This is an optimization exercise on Yosys and OpenROAD, whose aim is small area, a short achievable clock period and few clock cycles, not a production implementation.
The RTL was checked by simulation tests, not by an equivalence proof against the original design.
No activity file was given, so power comes from the tool's default toggle rates.

===== design/flow/design.v =====
module gcg_sine_rom (
    input  wire [7:0] phase,
    output reg  [7:0] value
);
    always @* begin
        case (phase)
            8'd0: value = 8'd128;
            8'd1: value = 8'd131;
            8'd2: value = 8'd134;
            8'd3: value = 8'd137;
            8'd4: value = 8'd140;
            8'd5: value = 8'd143;
            8'd6: value = 8'd146;
            8'd7: value = 8'd149;
            8'd8: value = 8'd152;
            8'd9: value = 8'd155;
            8'd10: value = 8'd158;
            8'd11: value = 8'd162;
            8'd12: value = 8'd165;
            8'd13: value = 8'd167;
            8'd14: value = 8'd170;
            8'd15: value = 8'd173;
            8'd16: value = 8'd176;
            8'd17: value = 8'd179;
            8'd18: value = 8'd182;
            8'd19: value = 8'd185;
            8'd20: value = 8'd188;
            8'd21: value = 8'd190;
            8'd22: value = 8'd193;
            8'd23: value = 8'd196;
            8'd24: value = 8'd198;
            8'd25: value = 8'd201;
            8'd26: value = 8'd203;
            8'd27: value = 8'd206;
            8'd28: value = 8'd208;
            8'd29: value = 8'd211;
            8'd30: value = 8'd213;
            8'd31: value = 8'd215;
            8'd32: value = 8'd218;
            8'd33: value = 8'd220;
            8'd34: value = 8'd222;
            8'd35: value = 8'd224;
            8'd36: value = 8'd226;
            8'd37: value = 8'd228;
            8'd38: value = 8'd230;
            8'd39: value = 8'd232;
            8'd40: value = 8'd234;
            8'd41: value = 8'd235;
            8'd42: value = 8'd237;
            8'd43: value = 8'd238;
            8'd44: value = 8'd240;
            8'd45: value = 8'd241;
            8'd46: value = 8'd243;
            8'd47: value = 8'd244;
            8'd48: value = 8'd245;
            8'd49: value = 8'd246;
            8'd50: value = 8'd248;
            8'd51: value = 8'd249;
            8'd52: value = 8'd250;
            8'd53: value = 8'd250;
            8'd54: value = 8'd251;
            8'd55: value = 8'd252;
            8'd56: value = 8'd253;
            8'd57: value = 8'd253;
            8'd58: value = 8'd254;
            8'd59: value = 8'd254;
            8'd60: value = 8'd254;
            8'd61: value = 8'd255;
            8'd62: value = 8'd255;
            8'd63: value = 8'd255;
            8'd64: value = 8'd255;
            8'd65: value = 8'd255;
            8'd66: value = 8'd255;
            8'd67: value = 8'd255;
            8'd68: value = 8'd254;
            8'd69: value = 8'd254;
            8'd70: value = 8'd254;
            8'd71: value = 8'd253;
            8'd72: value = 8'd253;
            8'd73: value = 8'd252;
            8'd74: value = 8'd251;
            8'd75: value = 8'd250;
            8'd76: value = 8'd250;
            8'd77: value = 8'd249;
            8'd78: value = 8'd248;
            8'd79: value = 8'd246;
            8'd80: value = 8'd245;
            8'd81: value = 8'd244;
            8'd82: value = 8'd243;
            8'd83: value = 8'd241;
            8'd84: value = 8'd240;
            8'd85: value = 8'd238;
            8'd86: value = 8'd237;
            8'd87: value = 8'd235;
            8'd88: value = 8'd234;
            8'd89: value = 8'd232;
            8'd90: value = 8'd230;
            8'd91: value = 8'd228;
            8'd92: value = 8'd226;
            8'd93: value = 8'd224;
            8'd94: value = 8'd222;
            8'd95: value = 8'd220;
            8'd96: value = 8'd218;
            8'd97: value = 8'd215;
            8'd98: value = 8'd213;
            8'd99: value = 8'd211;
            8'd100: value = 8'd208;
            8'd101: value = 8'd206;
            8'd102: value = 8'd203;
            8'd103: value = 8'd201;
            8'd104: value = 8'd198;
            8'd105: value = 8'd196;
            8'd106: value = 8'd193;
            8'd107: value = 8'd190;
            8'd108: value = 8'd188;
            8'd109: value = 8'd185;
            8'd110: value = 8'd182;
            8'd111: value = 8'd179;
            8'd112: value = 8'd176;
            8'd113: value = 8'd173;
            8'd114: value = 8'd170;
            8'd115: value = 8'd167;
            8'd116: value = 8'd165;
            8'd117: value = 8'd162;
            8'd118: value = 8'd158;
            8'd119: value = 8'd155;
            8'd120: value = 8'd152;
            8'd121: value = 8'd149;
            8'd122: value = 8'd146;
            8'd123: value = 8'd143;
            8'd124: value = 8'd140;
            8'd125: value = 8'd137;
            8'd126: value = 8'd134;
            8'd127: value = 8'd131;
            8'd128: value = 8'd128;
            8'd129: value = 8'd124;
            8'd130: value = 8'd121;
            8'd131: value = 8'd118;
            8'd132: value = 8'd115;
            8'd133: value = 8'd112;
            8'd134: value = 8'd109;
            8'd135: value = 8'd106;
            8'd136: value = 8'd103;
            8'd137: value = 8'd100;
            8'd138: value = 8'd97;
            8'd139: value = 8'd93;
            8'd140: value = 8'd90;
            8'd141: value = 8'd88;
            8'd142: value = 8'd85;
            8'd143: value = 8'd82;
            8'd144: value = 8'd79;
            8'd145: value = 8'd76;
            8'd146: value = 8'd73;
            8'd147: value = 8'd70;
            8'd148: value = 8'd67;
            8'd149: value = 8'd65;
            8'd150: value = 8'd62;
            8'd151: value = 8'd59;
            8'd152: value = 8'd57;
            8'd153: value = 8'd54;
            8'd154: value = 8'd52;
            8'd155: value = 8'd49;
            8'd156: value = 8'd47;
            8'd157: value = 8'd44;
            8'd158: value = 8'd42;
            8'd159: value = 8'd40;
            8'd160: value = 8'd37;
            8'd161: value = 8'd35;
            8'd162: value = 8'd33;
            8'd163: value = 8'd31;
            8'd164: value = 8'd29;
            8'd165: value = 8'd27;
            8'd166: value = 8'd25;
            8'd167: value = 8'd23;
            8'd168: value = 8'd21;
            8'd169: value = 8'd20;
            8'd170: value = 8'd18;
            8'd171: value = 8'd17;
            8'd172: value = 8'd15;
            8'd173: value = 8'd14;
            8'd174: value = 8'd12;
            8'd175: value = 8'd11;
            8'd176: value = 8'd10;
            8'd177: value = 8'd9;
            8'd178: value = 8'd7;
            8'd179: value = 8'd6;
            8'd180: value = 8'd5;
            8'd181: value = 8'd5;
            8'd182: value = 8'd4;
            8'd183: value = 8'd3;
            8'd184: value = 8'd2;
            8'd185: value = 8'd2;
            8'd186: value = 8'd1;
            8'd187: value = 8'd1;
            8'd188: value = 8'd1;
            8'd189: value = 8'd0;
            8'd190: value = 8'd0;
            8'd191: value = 8'd0;
            8'd192: value = 8'd0;
            8'd193: value = 8'd0;
            8'd194: value = 8'd0;
            8'd195: value = 8'd0;
            8'd196: value = 8'd1;
            8'd197: value = 8'd1;
            8'd198: value = 8'd1;
            8'd199: value = 8'd2;
            8'd200: value = 8'd2;
            8'd201: value = 8'd3;
            8'd202: value = 8'd4;
            8'd203: value = 8'd5;
            8'd204: value = 8'd5;
            8'd205: value = 8'd6;
            8'd206: value = 8'd7;
            8'd207: value = 8'd9;
            8'd208: value = 8'd10;
            8'd209: value = 8'd11;
            8'd210: value = 8'd12;
            8'd211: value = 8'd14;
            8'd212: value = 8'd15;
            8'd213: value = 8'd17;
            8'd214: value = 8'd18;
            8'd215: value = 8'd20;
            8'd216: value = 8'd21;
            8'd217: value = 8'd23;
            8'd218: value = 8'd25;
            8'd219: value = 8'd27;
            8'd220: value = 8'd29;
            8'd221: value = 8'd31;
            8'd222: value = 8'd33;
            8'd223: value = 8'd35;
            8'd224: value = 8'd37;
            8'd225: value = 8'd40;
            8'd226: value = 8'd42;
            8'd227: value = 8'd44;
            8'd228: value = 8'd47;
            8'd229: value = 8'd49;
            8'd230: value = 8'd52;
            8'd231: value = 8'd54;
            8'd232: value = 8'd57;
            8'd233: value = 8'd59;
            8'd234: value = 8'd62;
            8'd235: value = 8'd65;
            8'd236: value = 8'd67;
            8'd237: value = 8'd70;
            8'd238: value = 8'd73;
            8'd239: value = 8'd76;
            8'd240: value = 8'd79;
            8'd241: value = 8'd82;
            8'd242: value = 8'd85;
            8'd243: value = 8'd88;
            8'd244: value = 8'd90;
            8'd245: value = 8'd93;
            8'd246: value = 8'd97;
            8'd247: value = 8'd100;
            8'd248: value = 8'd103;
            8'd249: value = 8'd106;
            8'd250: value = 8'd109;
            8'd251: value = 8'd112;
            8'd252: value = 8'd115;
            8'd253: value = 8'd118;
            8'd254: value = 8'd121;
            8'd255: value = 8'd124;
            default: value = 8'd0;
        endcase
    end
endmodule
module gcg_freq_rom (
    input  wire [6:0] note,
    output reg  [7:0] tuning_word
);
    always @* begin
        case (note)
            7'd0: tuning_word = 8'd0;
            7'd1: tuning_word = 8'd0;
            7'd2: tuning_word = 8'd0;
            7'd3: tuning_word = 8'd0;
            7'd4: tuning_word = 8'd0;
            7'd5: tuning_word = 8'd0;
            7'd6: tuning_word = 8'd0;
            7'd7: tuning_word = 8'd0;
            7'd8: tuning_word = 8'd0;
            7'd9: tuning_word = 8'd0;
            7'd10: tuning_word = 8'd0;
            7'd11: tuning_word = 8'd0;
            7'd12: tuning_word = 8'd0;
            7'd13: tuning_word = 8'd0;
            7'd14: tuning_word = 8'd0;
            7'd15: tuning_word = 8'd0;
            7'd16: tuning_word = 8'd0;
            7'd17: tuning_word = 8'd0;
            7'd18: tuning_word = 8'd0;
            7'd19: tuning_word = 8'd0;
            7'd20: tuning_word = 8'd0;
            7'd21: tuning_word = 8'd0;
            7'd22: tuning_word = 8'd0;
            7'd23: tuning_word = 8'd0;
            7'd24: tuning_word = 8'd1;
            7'd25: tuning_word = 8'd1;
            7'd26: tuning_word = 8'd1;
            7'd27: tuning_word = 8'd1;
            7'd28: tuning_word = 8'd1;
            7'd29: tuning_word = 8'd1;
            7'd30: tuning_word = 8'd1;
            7'd31: tuning_word = 8'd1;
            7'd32: tuning_word = 8'd1;
            7'd33: tuning_word = 8'd1;
            7'd34: tuning_word = 8'd1;
            7'd35: tuning_word = 8'd1;
            7'd36: tuning_word = 8'd1;
            7'd37: tuning_word = 8'd1;
            7'd38: tuning_word = 8'd1;
            7'd39: tuning_word = 8'd1;
            7'd40: tuning_word = 8'd1;
            7'd41: tuning_word = 8'd1;
            7'd42: tuning_word = 8'd1;
            7'd43: tuning_word = 8'd2;
            7'd44: tuning_word = 8'd2;
            7'd45: tuning_word = 8'd2;
            7'd46: tuning_word = 8'd2;
            7'd47: tuning_word = 8'd2;
            7'd48: tuning_word = 8'd2;
            7'd49: tuning_word = 8'd2;
            7'd50: tuning_word = 8'd2;
            7'd51: tuning_word = 8'd2;
            7'd52: tuning_word = 8'd3;
            7'd53: tuning_word = 8'd3;
            7'd54: tuning_word = 8'd3;
            7'd55: tuning_word = 8'd3;
            7'd56: tuning_word = 8'd3;
            7'd57: tuning_word = 8'd4;
            7'd58: tuning_word = 8'd4;
            7'd59: tuning_word = 8'd4;
            7'd60: tuning_word = 8'd4;
            7'd61: tuning_word = 8'd4;
            7'd62: tuning_word = 8'd5;
            7'd63: tuning_word = 8'd5;
            7'd64: tuning_word = 8'd5;
            7'd65: tuning_word = 8'd6;
            7'd66: tuning_word = 8'd6;
            7'd67: tuning_word = 8'd6;
            7'd68: tuning_word = 8'd7;
            7'd69: tuning_word = 8'd7;
            7'd70: tuning_word = 8'd7;
            7'd71: tuning_word = 8'd8;
            7'd72: tuning_word = 8'd8;
            7'd73: tuning_word = 8'd9;
            7'd74: tuning_word = 8'd9;
            7'd75: tuning_word = 8'd10;
            7'd76: tuning_word = 8'd11;
            7'd77: tuning_word = 8'd11;
            7'd78: tuning_word = 8'd12;
            7'd79: tuning_word = 8'd13;
            7'd80: tuning_word = 8'd13;
            7'd81: tuning_word = 8'd14;
            7'd82: tuning_word = 8'd15;
            7'd83: tuning_word = 8'd16;
            7'd84: tuning_word = 8'd17;
            7'd85: tuning_word = 8'd18;
            7'd86: tuning_word = 8'd19;
            7'd87: tuning_word = 8'd20;
            7'd88: tuning_word = 8'd21;
            7'd89: tuning_word = 8'd22;
            7'd90: tuning_word = 8'd24;
            7'd91: tuning_word = 8'd25;
            7'd92: tuning_word = 8'd27;
            7'd93: tuning_word = 8'd28;
            7'd94: tuning_word = 8'd30;
            7'd95: tuning_word = 8'd32;
            7'd96: tuning_word = 8'd33;
            7'd97: tuning_word = 8'd35;
            7'd98: tuning_word = 8'd38;
            7'd99: tuning_word = 8'd40;
            7'd100: tuning_word = 8'd42;
            7'd101: tuning_word = 8'd45;
            7'd102: tuning_word = 8'd47;
            7'd103: tuning_word = 8'd50;
            7'd104: tuning_word = 8'd53;
            7'd105: tuning_word = 8'd56;
            7'd106: tuning_word = 8'd60;
            7'd107: tuning_word = 8'd63;
            7'd108: tuning_word = 8'd67;
            7'd109: tuning_word = 8'd71;
            7'd110: tuning_word = 8'd75;
            7'd111: tuning_word = 8'd80;
            7'd112: tuning_word = 8'd84;
            7'd113: tuning_word = 8'd89;
            7'd114: tuning_word = 8'd95;
            7'd115: tuning_word = 8'd100;
            7'd116: tuning_word = 8'd106;
            7'd117: tuning_word = 8'd113;
            7'd118: tuning_word = 8'd119;
            7'd119: tuning_word = 8'd126;
            7'd120: tuning_word = 8'd134;
            7'd121: tuning_word = 8'd142;
            7'd122: tuning_word = 8'd150;
            7'd123: tuning_word = 8'd159;
            7'd124: tuning_word = 8'd169;
            7'd125: tuning_word = 8'd179;
            7'd126: tuning_word = 8'd189;
            7'd127: tuning_word = 8'd201;
            default: tuning_word = 8'd0;
        endcase
    end
endmodule
module gcg_synth (
    input  wire        clk,
    input  wire        rst,           
    input  wire        sample_tick,   
    output wire        ready,
    input  wire [16:0] stream_len,    
    output wire        mem_req,
    output wire [15:0] mem_addr,
    input  wire        mem_ack,
    input  wire [7:0]  mem_rdata,
    output reg         sample_valid,
    output reg  [7:0]  sample_out,
    output reg         stream_end,
    output wire        halted
);
    localparam N           = 6;
    localparam P           = 16;
    localparam SAMPLE_RATE = 16000;
    localparam [31:0] TEMPO_DEFAULT_COMPARE = SAMPLE_RATE / (1000 / 1) - 1;   
    localparam [31:0] NOISE_SEED            = 32'h2545F491;
    localparam [3:0] C_NOP       = 4'd0,  C_TEMPO    = 4'd1,  C_WAVE     = 4'd2,
                     C_VOLUME    = 4'd3,  C_GVOLUME  = 4'd4,  C_NOTEON   = 4'd5,
                     C_NOTEOFF   = 4'd6,  C_EOS      = 4'd7,  C_SWRESET  = 4'd8,
                     C_SYNC      = 4'd9,  C_RESETOSC = 4'd10, C_SETADSR  = 4'd11,
                     C_JUMP      = 4'd12, C_DUTY     = 4'd13, C_DIRECT   = 4'd14,
                     C_ADSRVALS  = 4'd15;
    localparam [1:0] E_ATTACK = 2'd0, E_DECAY = 2'd1, E_SUSTAIN = 2'd2, E_RELEASE = 2'd3;
    localparam [4:0] S_IDLE    = 5'd0,
                     S_TEMPO   = 5'd1,
                     S_FETCH   = 5'd2,
                     S_EXEC    = 5'd3,
                     S_NEXT    = 5'd4,
                     S_MS0     = 5'd5,
                     S_MS1     = 5'd6,
                     S_MS2     = 5'd7,
                     S_MSDONE  = 5'd8,
                     S_EC0     = 5'd9,
                     S_EC1     = 5'd10,
                     S_V_OSC   = 5'd11,
                     S_V_MIX1  = 5'd12,
                     S_V_MIX2  = 5'd13,
                     S_REMAP   = 5'd14,
                     S_REMAP_W = 5'd15;
    reg [7:0]  v_wave   [0:N-1];
    reg [7:0]  v_duty   [0:N-1];
    reg [7:0]  v_tw     [0:N-1];
    reg [7:0]  v_phase  [0:N-1];
    reg [7:0]  v_vol    [0:N-1];
    reg [4:0]  v_type   [0:N-1];
    reg [1:0]  v_state  [0:N-1];
    reg        v_ended  [0:N-1];
    reg [7:0]  v_value  [0:N-1];
    reg [31:0] v_cmp    [0:N-1];
    reg [31:0] v_cnt    [0:N-1];
    reg [15:0] pre_a [1:P];
    reg [15:0] pre_d [1:P];
    reg [7:0]  pre_s [1:P];
    reg [15:0] pre_r [1:P];
    reg [7:0]  gvol;
    reg [31:0] tempo_cmp;
    reg [31:0] tempo_cnt;
    reg [15:0] cursor;
    reg        halted_r;
    reg [31:0] noise;
    reg [4:0]  state;
    reg [3:0]  burst_left;      
    reg [23:0] pending;         
    reg        top_direct;      
    reg [7:0]  op;
    reg [7:0]  opb [0:6];       
    reg [2:0]  byte_idx;
    reg [15:0] ms_in;
    reg [15:0] ms_res;
    reg [1:0]  ms_step;         
    reg [15:0] ms_ta, ms_td;
    reg [2:0]  ec_voice;
    reg        ec_from_synth;
    reg [15:0] ec_t;
    reg [7:0]  ec_steps;
    reg [2:0]  vc;
    reg [7:0]  o_reg, e_reg, a_reg;
    reg signed [12:0] acc;
    reg [25:0] div_q;
    reg [16:0] div_r;
    reg [15:0] div_d;
    reg [4:0]  div_cnt;
    integer i;
    function [7:0] scale;
        input [7:0] v;
        input [7:0] s;
        reg [15:0] p;
        begin
            p = v * s;
            if (v == 8'd0 || s == 8'd0) scale = 8'd0;
            else                        scale = p[15:8] + 8'd1;
        end
    endfunction
    function [3:0] cmd_len;
        input [3:0] c;
        begin
            case (c)
                C_NOP, C_NOTEOFF, C_EOS, C_SWRESET, C_RESETOSC: cmd_len = 4'd1;
                C_TEMPO, C_JUMP:                                cmd_len = 4'd3;
                C_ADSRVALS:                                     cmd_len = 4'd8;
                default:                                        cmd_len = 4'd2;
            endcase
        end
    endfunction
    function [7:0] triangle;
        input [7:0] p;
        begin
            if (p < 8'd64)       triangle = 8'd127 - {p[6:0], 1'b0};
            else if (p < 8'd192) triangle = {p[6:0], 1'b0} - 8'd128;
            else                 triangle = 8'd255 - {p[6:0] - 7'd64, 1'b0};
        end
    endfunction
    wire [3:0]  cmd    = op[7:4];
    wire [3:0]  ch     = op[3:0];
    wire        ch_ok  = (ch < N);
    wire [2:0]  chv    = ch[2:0];
    wire [15:0] w0     = {opb[0], opb[1]};
    wire [7:0]  b0     = opb[0];
    wire [4:0]  ch_type = v_type[chv];
    wire [15:0] ch_pa   = (ch_type == 5'd0) ? 16'd0   : pre_a[ch_type];
    wire [7:0]  ch_ps   = (ch_type == 5'd0) ? 8'd255  : pre_s[ch_type];
    wire [15:0] ch_pr   = (ch_type == 5'd0) ? 16'd0   : pre_r[ch_type];
    wire [4:0]  sa_k    = b0[4:0];
    wire        sa_ok   = (b0 <= P);
    wire [15:0] sa_pa   = (sa_k == 5'd0) ? 16'd0 : pre_a[sa_k];
    wire [7:0]  note_tw;
    gcg_freq_rom u_freq (.note(b0[6:0]), .tuning_word(note_tw));
    wire [7:0]  cur_phase = v_phase[vc];
    wire [7:0]  cur_duty  = v_duty[vc];
    wire [4:0]  cur_type  = v_type[vc];
    wire [7:0]  cur_value = v_value[vc];
    wire [15:0] cur_pd    = (cur_type == 5'd0) ? 16'd0  : pre_d[cur_type];
    wire [7:0]  cur_ps    = (cur_type == 5'd0) ? 8'd255 : pre_s[cur_type];
    wire [7:0]  sine_val;
    gcg_sine_rom u_sine (.phase(cur_phase), .value(sine_val));
    wire [31:0] noise_a = noise   ^ (noise   << 13);
    wire [31:0] noise_b = noise_a ^ (noise_a >> 17);
    wire [31:0] noise_n = noise_b ^ (noise_b << 5);
    reg [7:0] osc;
    always @* begin
        case (v_wave[vc])
            8'd0:    osc = 8'd127;
            8'd1:    osc = sine_val;
            8'd2:    osc = triangle(cur_phase);
            8'd3:    osc = (cur_phase <= cur_duty) ? 8'd255 : 8'd0;
            8'd4:    osc = cur_phase + 8'd127;
            8'd5:    osc = noise_n[7:0];
            8'd6:    osc = cur_duty;
            default: osc = 8'd127;
        endcase
    end
    wire [31:0] env_sum  = v_cnt[vc] + 32'd1024;
    wire        env_fire = (env_sum >= v_cmp[vc]);
    wire [12:0] acc_sum   = acc + 13'sd762;
    wire [10:0] acc_bias  = acc_sum[10:0];
    wire [18:0] remap_num = {acc_bias, 8'd0} - {8'd0, acc_bias};
    wire [31:0] tempo_next = tempo_cnt + 32'd1;
    wire [16:0] div_shift = {div_r[15:0], div_q[25]};
    assign ready    = (state == S_IDLE);
    assign halted   = halted_r;
    assign mem_req  = (state == S_FETCH);
    assign mem_addr = cursor;
    always @(posedge clk) begin
        sample_valid <= 1'b0;
        stream_end   <= 1'b0;
        if (div_cnt != 5'd0) begin
            if (div_shift >= {1'b0, div_d}) begin
                div_r <= div_shift - {1'b0, div_d};
                div_q <= {div_q[24:0], 1'b1};
            end else begin
                div_r <= div_shift;
                div_q <= {div_q[24:0], 1'b0};
            end
            div_cnt <= div_cnt - 5'd1;
        end
        if (rst) begin
            state      <= S_IDLE;
            gvol       <= 8'd0;
            tempo_cmp  <= TEMPO_DEFAULT_COMPARE;
            tempo_cnt  <= 32'd0;
            cursor     <= 16'd0;
            halted_r   <= 1'b0;
            noise      <= NOISE_SEED;
            div_cnt    <= 5'd0;
            sample_out <= 8'd0;
            for (i = 0; i < N; i = i + 1) begin
                v_wave[i]  <= 8'd0;
                v_duty[i]  <= 8'd127;
                v_tw[i]    <= 8'd0;
                v_phase[i] <= 8'd0;
                v_vol[i]   <= 8'd0;
                v_type[i]  <= 5'd0;
                v_state[i] <= E_ATTACK;
                v_ended[i] <= 1'b1;
                v_value[i] <= 8'd0;
                v_cmp[i]   <= 32'd0;
                v_cnt[i]   <= 32'd0;
            end
            for (i = 1; i <= P; i = i + 1) begin
                pre_a[i] <= 16'd0;
                pre_d[i] <= 16'd0;
                pre_s[i] <= 8'd0;
                pre_r[i] <= 16'd0;
            end
        end else begin
            case (state)
                S_IDLE: begin
                    if (sample_tick && !halted_r)
                        state <= S_TEMPO;
                end
                S_TEMPO: begin
                    if (tempo_next >= tempo_cmp) begin
                        tempo_cnt  <= 32'd0;
                        if ({1'b0, cursor} >= stream_len)
                            cursor <= 16'd0;
                        burst_left <= N;
                        pending    <= 24'd0;
                        top_direct <= 1'b0;
                        byte_idx   <= 3'd0;
                        state      <= S_FETCH;
                    end else begin
                        tempo_cnt <= tempo_next;
                        vc        <= 3'd0;
                        acc       <= 13'sd0;
                        state     <= S_V_OSC;
                    end
                end
                S_FETCH: begin
                    if (mem_ack) begin
                        cursor <= cursor + 16'd1;
                        if (byte_idx == 3'd0) begin
                            op <= mem_rdata;
                            if (cmd_len(mem_rdata[7:4]) == 4'd1)
                                state <= S_EXEC;
                            else
                                byte_idx <= 3'd1;
                        end else begin
                            opb[byte_idx - 3'd1] <= mem_rdata;
                            if ({1'b0, byte_idx} == cmd_len(cmd) - 4'd1) begin
                                byte_idx <= 3'd0;
                                state    <= S_EXEC;
                            end else begin
                                byte_idx <= byte_idx + 3'd1;
                            end
                        end
                    end
                end
                S_EXEC: begin
                    if (pending != 24'd0) begin
                        if (cmd == C_DIRECT) pending <= pending - 24'd1 + {16'd0, b0};
                        else                 pending <= pending - 24'd1;
                    end else begin
                        burst_left <= burst_left - 4'd1;
                        if (cmd == C_DIRECT) begin
                            top_direct <= 1'b1;
                            pending    <= {16'd0, b0};
                        end
                    end
                    state <= S_NEXT;
                    case (cmd)
                        C_TEMPO: begin
                            ms_in   <= w0;
                            ms_step <= 2'd0;
                            state   <= S_MS0;
                        end
                        C_WAVE:    if (ch_ok) v_wave[chv] <= b0;
                        C_VOLUME:  if (ch_ok) v_vol[chv]  <= b0;
                        C_GVOLUME: gvol <= b0;
                        C_NOTEON: if (ch_ok) begin
                            v_tw[chv]    <= note_tw;
                            v_value[chv] <= 8'd0;
                            v_cnt[chv]   <= 32'd0;
                            v_state[chv] <= E_ATTACK;
                            v_ended[chv] <= 1'b0;
                            ec_voice      <= chv;
                            ec_from_synth <= 1'b0;
                            ec_t          <= ch_pa;
                            ec_steps      <= 8'd255;
                            state         <= S_EC0;
                        end
                        C_NOTEOFF: if (ch_ok) begin
                            if (ch_type == 5'd0) begin
                                v_tw[chv] <= 8'd0;
                            end else if (!v_ended[chv]) begin
                                v_value[chv] <= ch_ps;
                                v_cnt[chv]   <= 32'd0;
                                v_state[chv] <= E_RELEASE;
                                ec_voice      <= chv;
                                ec_from_synth <= 1'b0;
                                ec_t          <= ch_pr;
                                ec_steps      <= ch_ps;
                                state         <= S_EC0;
                            end
                        end
                        C_EOS: begin
                            halted_r   <= 1'b1;
                            stream_end <= 1'b1;
                        end
                        C_SWRESET: begin
                            gvol <= 8'd0;
                            for (i = 0; i < N; i = i + 1) begin
                                v_wave[i]  <= 8'd0;
                                v_duty[i]  <= 8'd127;
                                v_tw[i]    <= 8'd0;
                                v_phase[i] <= 8'd0;
                                v_vol[i]   <= 8'd0;
                                v_type[i]  <= 5'd0;
                                v_state[i] <= E_ATTACK;
                                v_ended[i] <= 1'b1;
                                v_value[i] <= 8'd0;
                                v_cmp[i]   <= 32'd0;
                                v_cnt[i]   <= 32'd0;
                            end
                        end
                        C_SYNC:     if (ch_ok && b0[3:0] < N) v_phase[chv] <= v_phase[b0[2:0]];
                        C_RESETOSC: if (ch_ok) v_phase[chv] <= 8'd0;
                        C_SETADSR: if (ch_ok && sa_ok) begin
                            v_type[chv]  <= sa_k;
                            v_value[chv] <= 8'd0;
                            v_cnt[chv]   <= 32'd0;
                            v_state[chv] <= E_ATTACK;
                            v_ended[chv] <= 1'b1;
                            ec_voice      <= chv;
                            ec_from_synth <= 1'b0;
                            ec_t          <= sa_pa;
                            ec_steps      <= 8'd255;
                            state         <= S_EC0;
                        end
                        C_JUMP:  cursor <= w0;
                        C_DUTY:  if (ch_ok) v_duty[chv] <= b0;
                        C_ADSRVALS: if (ch_ok && ch_type != 5'd0) begin
                            ms_in   <= {opb[0], opb[1]};
                            ms_step <= 2'd1;
                            state   <= S_MS0;
                        end
                        default: ;   
                    endcase
                end
                S_NEXT: begin
                    if (halted_r) begin
                        state <= S_IDLE;
                    end else if (pending != 24'd0 ||
                                 (!top_direct && burst_left != 4'd0)) begin
                        byte_idx <= 3'd0;
                        state    <= S_FETCH;
                    end else begin
                        vc    <= 3'd0;
                        acc   <= 13'sd0;
                        state <= S_V_OSC;
                    end
                end
                S_MS0: begin
                    if (ms_in == 16'd0) begin
                        ms_res <= 16'd0;
                        state  <= S_MSDONE;
                    end else if (ms_in > 16'd1000) begin
                        ms_res <= SAMPLE_RATE - 1;
                        state  <= S_MSDONE;
                    end else begin
                        div_q   <= 26'd1000;
                        div_r   <= 17'd0;
                        div_d   <= ms_in;
                        div_cnt <= 5'd26;
                        state   <= S_MS1;
                    end
                end
                S_MS1: begin
                    if (div_cnt == 5'd0) begin
                        div_q   <= SAMPLE_RATE;
                        div_r   <= 17'd0;
                        div_d   <= div_q[15:0];
                        div_cnt <= 5'd26;
                        state   <= S_MS2;
                    end
                end
                S_MS2: begin
                    if (div_cnt == 5'd0) begin
                        ms_res <= div_q[15:0] - 16'd1;
                        state  <= S_MSDONE;
                    end
                end
                S_MSDONE: begin
                    case (ms_step)
                        2'd0: begin
                            tempo_cmp <= {16'd0, ms_res};
                            tempo_cnt <= 32'd0;
                            state     <= S_NEXT;
                        end
                        2'd1: begin
                            ms_ta   <= ms_res;
                            ms_in   <= {opb[2], opb[3]};
                            ms_step <= 2'd2;
                            state   <= S_MS0;
                        end
                        2'd2: begin
                            ms_td   <= ms_res;
                            ms_in   <= {opb[5], opb[6]};
                            ms_step <= 2'd3;
                            state   <= S_MS0;
                        end
                        default: begin
                            pre_a[ch_type] <= ms_ta;
                            pre_d[ch_type] <= ms_td;
                            pre_s[ch_type] <= opb[4];
                            pre_r[ch_type] <= ms_res;
                            state          <= S_NEXT;
                        end
                    endcase
                end
                S_EC0: begin
                    if (ec_steps == 8'd0) begin
                        v_cmp[ec_voice] <= 32'd0;
                        state <= ec_from_synth ? S_V_MIX1 : S_NEXT;
                    end else begin
                        div_q   <= {ec_t, 10'd0} + {18'd0, ec_steps} - 26'd1;
                        div_r   <= 17'd0;
                        div_d   <= {8'd0, ec_steps};
                        div_cnt <= 5'd26;
                        state   <= S_EC1;
                    end
                end
                S_EC1: begin
                    if (div_cnt == 5'd0) begin
                        v_cmp[ec_voice] <= {6'd0, div_q};
                        state <= ec_from_synth ? S_V_MIX1 : S_NEXT;
                    end
                end
                S_V_OSC: begin
                    o_reg       <= osc;
                    v_phase[vc] <= cur_phase + v_tw[vc];
                    if (v_wave[vc] == 8'd5)
                        noise <= noise_n;
                    state <= S_V_MIX1;
                    if (cur_type == 5'd0) begin
                        e_reg <= 8'd255;
                    end else if (v_ended[vc]) begin
                        e_reg <= 8'd0;
                    end else if (!env_fire) begin
                        v_cnt[vc] <= env_sum;
                        e_reg     <= cur_value;
                    end else begin
                        v_cnt[vc] <= 32'd0;
                        case (v_state[vc])
                            E_ATTACK: begin
                                if (cur_value >= 8'd254) begin
                                    v_value[vc]   <= 8'd255;
                                    v_state[vc]   <= E_DECAY;
                                    v_ended[vc]   <= 1'b0;
                                    e_reg         <= 8'd255;
                                    ec_voice      <= vc;
                                    ec_from_synth <= 1'b1;
                                    ec_t          <= cur_pd;
                                    ec_steps      <= 8'd255 - cur_ps;
                                    state         <= S_EC0;
                                end else begin
                                    v_value[vc] <= cur_value + 8'd1;
                                    e_reg       <= cur_value + 8'd1;
                                end
                            end
                            E_DECAY: begin
                                if ({1'b0, cur_value} <= {1'b0, cur_ps} + 9'd1) begin
                                    v_value[vc] <= cur_ps;
                                    v_state[vc] <= E_SUSTAIN;
                                    v_cmp[vc]   <= 32'h8000_0000;
                                    v_ended[vc] <= 1'b0;
                                    e_reg       <= cur_ps;
                                end else begin
                                    v_value[vc] <= cur_value - 8'd1;
                                    e_reg       <= cur_value - 8'd1;
                                end
                            end
                            E_SUSTAIN: begin
                                e_reg <= cur_value;
                            end
                            default: begin   
                                if (cur_value <= 8'd1) begin
                                    v_value[vc] <= 8'd0;
                                    v_ended[vc] <= 1'b1;
                                    e_reg       <= 8'd0;
                                end else begin
                                    v_value[vc] <= cur_value - 8'd1;
                                    e_reg       <= cur_value - 8'd1;
                                end
                            end
                        endcase
                    end
                end
                S_V_MIX1: begin
                    a_reg <= scale(o_reg, e_reg);
                    state <= S_V_MIX2;
                end
                S_V_MIX2: begin
                    acc <= acc + $signed({5'd0, scale(a_reg, v_vol[vc])}) - 13'sd127;
                    if (vc == N - 1) begin
                        state <= S_REMAP;
                    end else begin
                        vc    <= vc + 3'd1;
                        state <= S_V_OSC;
                    end
                end
                S_REMAP: begin
                    div_q   <= {7'd0, remap_num};
                    div_r   <= 17'd0;
                    div_d   <= 16'd1524;
                    div_cnt <= 5'd26;
                    state   <= S_REMAP_W;
                end
                S_REMAP_W: begin
                    if (div_cnt == 5'd0) begin
                        sample_out   <= scale((div_q > 26'd255) ? 8'd255 : div_q[7:0], gvol);
                        sample_valid <= 1'b1;
                        state        <= S_IDLE;
                    end
                end
                default: state <= S_IDLE;
            endcase
        end
    end
endmodule

===== design/flow/run.sh =====
#!/bin/bash
# synth_recipe.tcl (not shown) runs the flow's synth.tcl, then flattens the netlist and writes it again
# the make line also repeats each setting of config.mk as NAME=value (left out here)
make -C /OpenROAD-flow-scripts/flow DESIGN_CONFIG=/design/flow/config.mk WORK_HOME=/design/flow/orfs CLKGATE_MAP_FILE= SYNTH_SCRIPT=/design/flow/synth_recipe.tcl finish

===== design/flow/config.mk =====
export PLATFORM = sky130hd
export DESIGN_NAME = gcg_synth
export DESIGN_NICKNAME = gcg_synth
export VERILOG_FILES = /design/flow/design.v
export SDC_FILE = /design/flow/constraint.sdc
export NUM_CORES = 4
export LEC_CHECK = 0
export CAP_MARGIN = 20
export CORE_MARGIN = 2
export CORE_UTILIZATION = 25
export SLEW_MARGIN = 20

===== design/flow/constraint.sdc =====
create_clock -name core_clock -period 10.0 [get_ports {clk}]
set_input_delay 2.0000 -clock core_clock [delete_from_list [all_inputs] [get_ports {clk}]]
set_output_delay 2.0000 -clock core_clock [all_outputs]
set_load 0.01 [all_outputs]

==> metrics.yaml <==
run_status:
  status: "timing/DRC/antenna clean"
synthesis:
  synth_commonest_cells: "2950 x edfxtp_1, 2047 x nand2_1, 1150 x and2_1"
  yosysUniqueCellTypes: 115
  synth_top_area_share_pct: 55.7
  ys_seq_elements: 3131
  yosys-top-cells-area: "edfxtp_1 56%, mux4_2 6.0%, nand2_1 4.8%, and2_1 4.5%, nor2_1 2.4%"
  syn_area_per_cell_um2: 11.8
  synthArstFlopShare_pct: 0
  syn_inst: 13500
  yosysWarnings: 3
  synth_flop_cell: "edfxtp_1"
  synth_area_um2: 159000
  synth_most_common_cell: "edfxtp_1"
  yosysTopAreaCell: "edfxtp_1"
  synth_edf_count: 2950
  ys_seq_area_share_pct: 58.0
floorplanning:
  row_count: 292
  die-area_um2: 643000
  die_h_um: 802
  ios: 58
  core_area_um2: 633000
  die_w_um: 802
  start_util_pct: 25.1
timing:
  max_freq_ghz: 0.113
  post-route-period-util_pct: 88.4
  maxSlewHeadroom_pct: 16.9
  tns_ns: 0
  finalClockSkew_ns: 0.0874
  worstMarginPinSlew_ns: 1.24
  grt_setup_unrepaired: "false"
  period_needed_ns: 8.84
  hold_viol: 0
  finalSetupViolCount: 0
  slew_violations: 0
pwr:
  p_clk_share_pct: 33.0
  p_seq_share_pct: 39.7
  combPwrFrac_pct: 27.3
  ir_worst_vdd_uv: 426
  intPower_mw: 25.6
  power_switching_mw: 12.4
  fin_total_pwr_mw: 38.0
  powerDensity_nw_per_um2: 210
  cellLeakagePower_nw: 63.1
  p_sw_share_pct: 32.7
critical_path:
  worstSetupPathType: "reg -> reg"
  crit_path_max_fanout: 34
  crit_path_end_kind: "register"
  arrival_ns: 9.52
  start_kind: "register"
  reg2reg_depth: 26
  cp.required_ns: 10.69
layout:
  nets: 13800
  synthToLayoutAreaGrowth_pct: 13.7
  top_regs: "pre_a: 512 flops, pre_d: 512 flops, pre_r: 512 flops"
  fin_cells: 22000
  drive_gt1_share_pct: 11.0
  post-route-util_pct: 28.6
  n_fill_cell: 64200
  final_cell_area_um2: 181000
grt:
  grt_max_degree: 149
  grt_pass1_wl_um: 768000
  grt_usage_pct: 15.9
  grt-ovfl-total: 0
  grt_antenna_before_repair: 46
  grt_pass1_vias: 109000
routing:
  route.detailed.drc: 0
  vias: 114000
  met1_length_um: 207000
  dr.first_iter.drc_count: 16000
  ant_nets: 0
  wl_met2_um: 242000
  routed.top_layer: "met5"
  wl_um: 535000
  avgViaCountPerCell: 5.16
  wl_met3_um: 57900
  first_pass_iters: 6
  wl_per_cell_um: 24.3
place:
  port_buffers: 57
  place_area_um2: 170000
  dpl.cell_count: 21400
  dp_hpwl_um: 320000
  globalplace.congestion: 0.891
clock_network:
  insertion_delay_ns: 1.00
  clock_path_buffers: 4
  post_cts_buffers: 0
  ctsResizeCount: 0
  ctsRootBufferMaster: "clkbuf_16"
  cts_tree: "yes"
  htreeDepth: 5
  cts_buffers: 331
  clk_pin_slew_ns: 0.06
  holdBufCountCts: 0
  clock_sinks: 3131
job:
  drv_cap: 0
hold_path:
  holdPathStages: 2
  hold_path_class: "reg -> reg"
[cells by family after synthesis]
group,after synthesis,synth area share (%)
AND/OR/NAND/NOR,5632,16.9
other,1,0.00236
buffers and inverters,1370,3.46
flip-flops,3131,58.0
adder cells (fa/ha/maj),390,3.58
AO/OA/AOI/OAI,1886,7.94
XOR/XNOR,303,1.69
multiplexers,809,8.45
[power groups by stage]
| stage | Sequential (mW) | Clock (mW) | Combinational [mW] |
|---|---|---|---|
| floorplan | 15.2 | 0 | 7.33 |
| global placement | 15.3 | 0 | 10.3 |
| detailed placement | 15.4 | 0 | 10.2 |
| CTS | 15.1 | 12.6 | 10.3 |
| global route | 15.1 | 13.1 | 11.3 |
| finish | 15.1 | 12.5 | 10.4 |
[placed cells by master (no fill, tap or decap), types with 281 or more instances in the layout]
| master | count |
|---|---|
| mux4_2 | 418 |
| nand3_1 | 542 |
| and2_1 | 1150 |
| nor2_1 | 962 |
| nand2_1 | 2045 |
| ha_1 | 281 |
| mux2i_1 | 341 |
| a21oi_1 | 436 |
| edfxtp_1 | 2950 |
| buf_4 | 293 |
| clkbuf_16 | 338 |
| inv_1 | 384 |
[critical path, cell delays in order, from the launching register on]
cell and delay, ns:
dfxtp_4 0.78, mux4_2 0.58, mux2i_1 0.64, nand2b_1 0.22
fa_1 0.44, fa_1 0.49, inv_1 0.05, fa_1 0.49
fa_1 0.41, ha_1 0.20, a2111oi_0 0.59, a211oi_1 0.24
o41ai_1 0.63, xnor2_1 0.33, o211ai_1 0.16, a221oi_1 0.36
xor2_1 0.18, nor2_1 0.06, ha_1 0.30, ha_1 0.32
a21oi_1 0.21, o21bai_1 0.09, a21oi_1 0.25, o21bai_1 0.11
a21oi_1 0.18, xnor2_1 0.15, nor2_1 0.06
[metal layers]
metal | GRT usage (%) | up-vias
met5 | 0 | -
li1 | - | 49100
met2 | 25.1 | 6576
met1 | 21.0 | 56700
met3 | 3.04 | 1242
met4 | 7.33 | 12
[path summary, 6_finish.rpt]
path	slack (ns)	startpoint	end
max	1.16	register	acc[10]$_SDFFCE_PN0P_
min reg2reg	0.46	tempo_cmp[11]$_SDFFE_PP0P_	tempo_cmp[11]$_SDFFE_PP0P_
min	0.46	tempo_cmp[11]$_SDFFE_PP0P_	tempo_cmp[11]$_SDFFE_PP0P_
max reg2reg	1.16	register	acc[10]$_SDFFCE_PN0P_
[stage by stage]
stage | worst slack [ns] | hold WS (ns)
final | 1.16 | 0.457
after global routing | 0.546 | 0.477
after CTS | 1.16 | 0.457
after detailed placement | 1.19 | 0.450
after global placement | 1.17 | 0.446
after floorplan | 0.667 | 0.436
[layout make-up]
class,count,area [um2],share of cell area [%]
sequential,3131,92200,51.0
multi-input combinational,9094,62400,34.5
tap,8379,10500,5.80
clock buffer,399,8720,4.82
timing repair buffer,385,3450,1.91
clock inverter,202,2000,1.11
inverter,399,1510,0.833
antenna,33,82.6,0.0457
Testbench counts, summed over its fixed seeds: cycles 715,450.

-- afterwards: timing with drivers on the ports --
The results above use ideal ports. As a check the final layout listed here was re-extracted and re-timed, cells and wires unchanged.
Step 1 sets driving cells, clkbuf_16 on the clock port and buf_2 on the other inputs (assumed; they add their load-dependent delay and slew).
Step 2 times the ports against the registers' clock, not the clock port: input delays grow and output delays shrink by t, the midpoint of the rising clock arrivals with the driver on.
a / b / c = ideal / step 1 / step 2; a / b = the first two.
t, ns: 1.056
setup WS [ns]: 1.165 / 1.165 / 1.165
clock arrival spread, ns: 0.089 / 0.090
slew at the worst register clock pin (ns): 0.07 / 0.07
After both steps this run still meets setup and hold. For this run, drivers alone change the setup slack by 0.000 ns; drivers and shift together by 0.000 ns.
